Source: an optimization exercise on an open RTL-to-GDS flow (aim: small area, a short achievable clock period and few clock cycles). Production flows keep margins and buffers that such runs may drop.
Function was checked by simulation only, so behaviour that the tests miss may differ from the original.
Power figures rest on the tool's default switching activity, not on a simulated workload.

## flow/design.v (module list and top-level ports; edited modules follow where they fit)
// module csum_codec: 1258 lines
// module csum_mdec: 32 lines
// module csum_fa: 10 lines
module csum_codec (
    input  wire         clk,
    input  wire         rst,
    input  wire         start,
    input  wire [31:0]  cmd,
    input  wire [7:0]   blen,
    input  wire [623:0] frame,
    output wire         ready,
    output reg          done,
    output wire [7:0]   status,
    output wire [15:0]  value
);
  // ...
==> flow/flow/run.sh <==
#!/bin/bash
# The standard layout, with the port buffers made as buf_1 cells (every
# input and output port still gets its own buffer).
set -euo pipefail
export BUFFER_PORTS_ARGS="-buffer_cell sky130_fd_sc_hd__buf_1"
bash standard.sh synth > synth.log 2>&1
bash standard.sh finish > layout.log 2>&1
==> flow/standard.sh <==
#!/bin/bash
# synth_recipe.tcl (not shown) runs the flow's synth.tcl, then flattens the netlist and writes it again
# the make line also repeats each setting of config.mk as NAME=value (left out here)
make -C /OpenROAD-flow-scripts/flow DESIGN_CONFIG=/design/flow/config.mk WORK_HOME=/design/flow/orfs CLKGATE_MAP_FILE= SYNTH_SCRIPT=/design/flow/synth_recipe.tcl "${@:-finish}"
==> flow/config.mk <==
export PLATFORM = sky130hd
export DESIGN_NAME = csum_codec
export DESIGN_NICKNAME = csum_codec
export VERILOG_FILES = /design/flow/design.v
export SDC_FILE = /design/flow/constraint.sdc
export NUM_CORES = 4
export LEC_CHECK = 0
export CAP_MARGIN = 20
export CORE_AREA = 10 10 250 250
export CTS_BUF_LIST = sky130_fd_sc_hd__clkbuf_8
export CTS_CLUSTER_DIAMETER = 150
export CTS_CLUSTER_SIZE = 24
export DIE_AREA = 0 0 260 260
export SETUP_SLACK_MARGIN = 2.5
export SLEW_MARGIN = 20
export SYNTH_HIERARCHICAL = 1
==> flow/constraint.sdc <==
create_clock -name core_clock -period 8.0 [get_ports {clk}]
set_input_delay 1.6000 -clock core_clock [delete_from_list [all_inputs] [get_ports {clk}]]
set_output_delay 1.6000 -clock core_clock [all_outputs]
set_load 0.01 [all_outputs]
==> flow_summary_export.csv, run 1 <==
group,metric,value,unit
setup_path,critPathLaunch,"frame[109]",
clock_network,post_cts_resized,63,
clock_network,holdBufCountCts,0,
routing,wire_per_inst,32.44,µm
cells_and_area,n_all_inverters,81,
routing,viasPerCell,5.282,
global_route,gr-total-overflow,0,
cells_and_area,fin_nets,3693,
outcome,status,"finished clean",
sta,finalSetupViolCount,0,
cells_and_area,multi_input_area_share,71.80,%
sta,max-slew-margin-rel,27.50,%
clock_network,htree_levels,3,
cells_and_area,syn_to_final_growth,25.44,%
synth,yosys.area.top_type_share,63.19,%
cells_and_area,nFillCells,5677,
setup_path,crit_arrival,5750,ps
setup_path,critPathRequiredTime,8250,ps
setup_path,worst-r2r-setup-slack,7450,ps
pwr,p_int,5.514,mW
cells_and_area,nNonClkBuffers,777,
pwr,pwr-share-comb,90.8,%
sta,setup_tns,0,ps
run,drv_cap,0,
setup_path,crit_slowest_cell,"fa_2",
setup_path,criticalPathCategory,"primary input to flip-flop",
sta,rsz0062_at_grt,"true",
synth,ys_types,48,
routing,ant_nets,0,
worst_hold_path,holdPathEnd,"done",
synth,synth_top_family_by_area,"adder cells",
pwr,power_leader,"combinational logic",
pwr,p_comb,11.5,mW
routing,routed.top_layer,"met5",
cells_and_area,top_register,"rq",
pwr,p_clk_share,2.4,%
Testbench counts, summed over its fixed seeds: cycles 3,200.
==> run 2, diff against run 1 <==
--- a/flow/config.mk
+++ b/flow/config.mk
@@ -12,4 +12,5 @@
 export CTS_CLUSTER_SIZE = 24
 export DIE_AREA = 0 0 260 260
+export GPL_ROUTABILITY_DRIVEN = 0
 export SETUP_SLACK_MARGIN = 2.5
 export SLEW_MARGIN = 20
==> flow_summary_export.csv, run 2 <==
group,metric,value,unit
outcome,status,"finished clean",
routing,remaining_drc_errors,0,
setup_path,end_kind,"flip-flop",
pwr,power.leakage,8.889,nW
clock_network,holdBufCountCts,0,
pwr,pwr-share-comb,90.3,%
clock_network,cts_tree,"done",
sta,setup_tns,0,ps
clock_network,clock_latency,390,ps
sta,fmax,181.7,MHz
synth,syn_area,0.01825,mm²
sta,hold_slack,486.0,ps
placed_design,dp_cells,3113,
sta,finalSetupViolCount,0,
routing,drtPass1Iterations,6,
setup_path,crit_arrival,5750,ps
cells_and_area,nFillCells,5563,
pwr,p_per_area,555.9,mW/mm²
sta,hold_violations,0,
floorplanning,die_area,0.06760,mm²
sta,period_share,68.79,%
synth,ys_types,48,
routing,ant_nets,0,
synth,seq_area_frac_synth,7.789,%
sta,max-slew-margin-rel,44.37,%
cells_and_area,final_common_cell,"buf_1",
synth,syn_inst,1719,
clock_network,ctsLongestPathBuffers,2,
run,drv_cap,0,
clock_network,htree_levels,3,
setup_path,criticalPathCategory,"primary input to flip-flop",
synth,yosys.area.top_type_share,63.19,%
floorplanning,core_area,0.05671,mm²
synth,synthTopCellsByCount,"fa_1, nand2_1, inv_1",
setup_path,start_kind,"primary input",
pwr,ir_drop,0.6480,mV
routing,viasPerCell,5.441,
global_route,gr-total-overflow,0,
cells_and_area,top_register,"rq",
cells_and_area,layout.cells.non_filler,3203,
pwr,p_total,12.89,mW
routing,wl,99850,µm
floorplanning,pin_count,693,
synth,yosysTopAreaCell,"fa_1",
floorplanning,die_w,260,µm
setup_path,critPathRequiredTime,8250,ps
synth,yosys_warnings,7,
pwr,switching_power,7.216,mW
placed_design,dpl.hpwl,87530,µm
cells_and_area,final_cell_mix,"buf_1, nand2_1, fa_1, buf_4, inv_1",
worst_hold_path,hp-class,"flip-flop to flip-flop",
cells_and_area,drive_gt1_share,11.30,%
global_route,grt_usage,28.57,%
floorplanning,start_util,32.18,%
clock_network,clkTransAtPathRegs,90,ps
global_route,grt_pass1_vias,19983,
clock_network,numCtsBuffers,9,
clock_network,clkSinkCount,71,
sta,rsz0062_at_grt,"true",
pwr,p_int,5.676,mW
floorplanning,rows,87,
synth,async_reset_ff_share,0,%
pwr,switching_share,55.97,%
sta,drv_slew,0,
synth,syn_avg_cell_area,10.62,µm²
cells_and_area,fin_nets,3712,
pwr,p_clk_share,2.8,%
routing,num_vias,17427,
synth,synth_area_leaders,"fa_1, nand2_1, dfxtp_1, ha_1, inv_1",
sta,final.setup_skew,0.02004,ps
global_route,grt_pass1_wl,137000,µm
clock_network,cts_root_buf,"clkbuf_8",
synth,yosys_most_used_dff,"dfxtp_1",
global_route,antenna_found_initial,22,
pwr,seqPwrFrac,6.9,%
synth,synth_edf_count,0,
setup_path,cp_max_fo,8,
sta,fin_crit,5503,ps
synth,synth_most_common_cell,"fa_1",
floorplanning,die_height,260,µm
cells_and_area,syn_to_final_growth,27.10,%
synth,ys_seq_elements,71,
cells_and_area,largest_reg_flops,64,
sta,worstMarginPinSlew,826.9,ps
placed_design,place.port_buffers,687,
global_route,grt_max_degree,18,
routing,wire_per_inst,31.17,µm
routing,drt_iter0_markers,1838,
cells_and_area,final_core_util,40.90,%
run 2: worst paths after layout:
| check | start | slack (ps) | to | cells past startpoint |
|---|---|---|---|---|
| worst max-delay path | frame[109] | 2500 | rq[39] | 12 |
| worst min-delay path | rdy | 490 | done | 1 |
| worst min register to register | rdy | 490 | done | 1 |
| worst max register to register | rdy | 7460 | done | 1 |
run 2: power groups by stage:
stage / Combinational, mW / Clock (mW) / Sequential [mW]
final: 11.6 / 0.363 / 0.885
after global routing: 12.7 / 0.389 / 0.909
after CTS: 11.0 / 0.375 / 0.888
after detailed placement: 10.9 / 0 / 0.894
after global placement: 10.7 / 0 / 0.899
after floorplan: 7.74 / 0 / 0.829
run 2: modules after synthesis, one instance, submodules excluded:
module,cells inside,times used
csum_codec,1046,1
csum_fa,1,576
csum_mdec,97,1
run 2: through the flow:
| step | setup slack [ps] | cell area (µm²) |
|---|---|---|
| finish | 2497 | 23190 |
| global route | 2470 | 23170 |
| CTS | 2484 | 22440 |
| detailed placement | 1047 | 21640 |
| global placement | 873.0 | 21620 |
| floorplan | 2507 | 18260 |
run 2: metal layers:
metal / GRT usage (%) / wire [µm] / up-vias
met2: 44.27 / 44830 / 1418
li1: - / - / 6813
met1: 34.75 / 37070 / 8860
met4: 12.10 / 4998 / 26
met5: 0 / 174 / -
met3: 11.50 / 12780 / 310
run 2: repair_timing:
action	4_1_cts	5_1_grt
pin swaps	12	38
gates resized for setup	83	111
cloned	0	6
setup endpoints to repair	79	60
buffers inserted	30	25
run 2: critical path, cell delays in order:
cell       delay (ps)
clkbuf_4          160
clkbuf_16         180
a21oi_4           330
o21ai_0           180
buf_4             240
nand2_1           100
fa_1              460
fa_1              500
fa_1              500
fa_1              470
fa_1              570
fa_1              420
run 2: cells by family (layout without fill, tap and decap cells):
kind of cell	count (synthesis)	in the layout	synth area share (%)
AOI/OAI and AO/OA	145	147	4.745
adders and majority gates	616	616	65.93
DFF	71	71	7.789
and+or+nand+nor	682	683	15.98
muxes	1	1	0.05485
buffers and inverters	183	891	4.518
other	1	18	0.02055
xor gates and xnor gates	20	20	0.9599
run 2: area by class of cell:
class / count / area (µm²) / area share (%)
Multi-Input combinational cell: 1472 / 16550 / 71.35
Sequential cell: 71 / 1421 / 6.128
Inverter: 80 / 326.6 / 1.408
Clock inverter: 7 / 113.9 / 0.4909
Clock buffer: 9 / 123.9 / 0.5341
Antenna cell: 13 / 32.53 / 0.1403
Tap cell: 756 / 945.9 / 4.078
Timing Repair Buffer: 795 / 3681 / 15.87

[afterwards: timing with drivers on the ports]
Ports are ideal in the flow. The routed layouts listed here were re-timed in OpenROAD. Step 1, drivers: a clkbuf_16 drives clk and a buf_2 each remaining input, both assumed. Step 2 times the ports against the registers' clock, not the clock port: input delays grow and output delays shrink by t, the midpoint of the rising clock arrivals with the driver on. a / b / c = ideal ports / drivers / drivers and shift; a / b = the first two.
| run | t, ns | setup slack, ns | pins driven straight from the clock port |
|---|---|---|---|
| run 1 | 0.416 | 2.501 / 2.514 / 2.098 | 1 |
| run 2 | 0.428 | 2.497 / 2.516 / 2.087 | 1 |
After both steps every run listed still meets setup and hold. The setup slack of run 2, which loses most, moves by +0.019 ns with the drivers and by -0.410 ns with both steps.
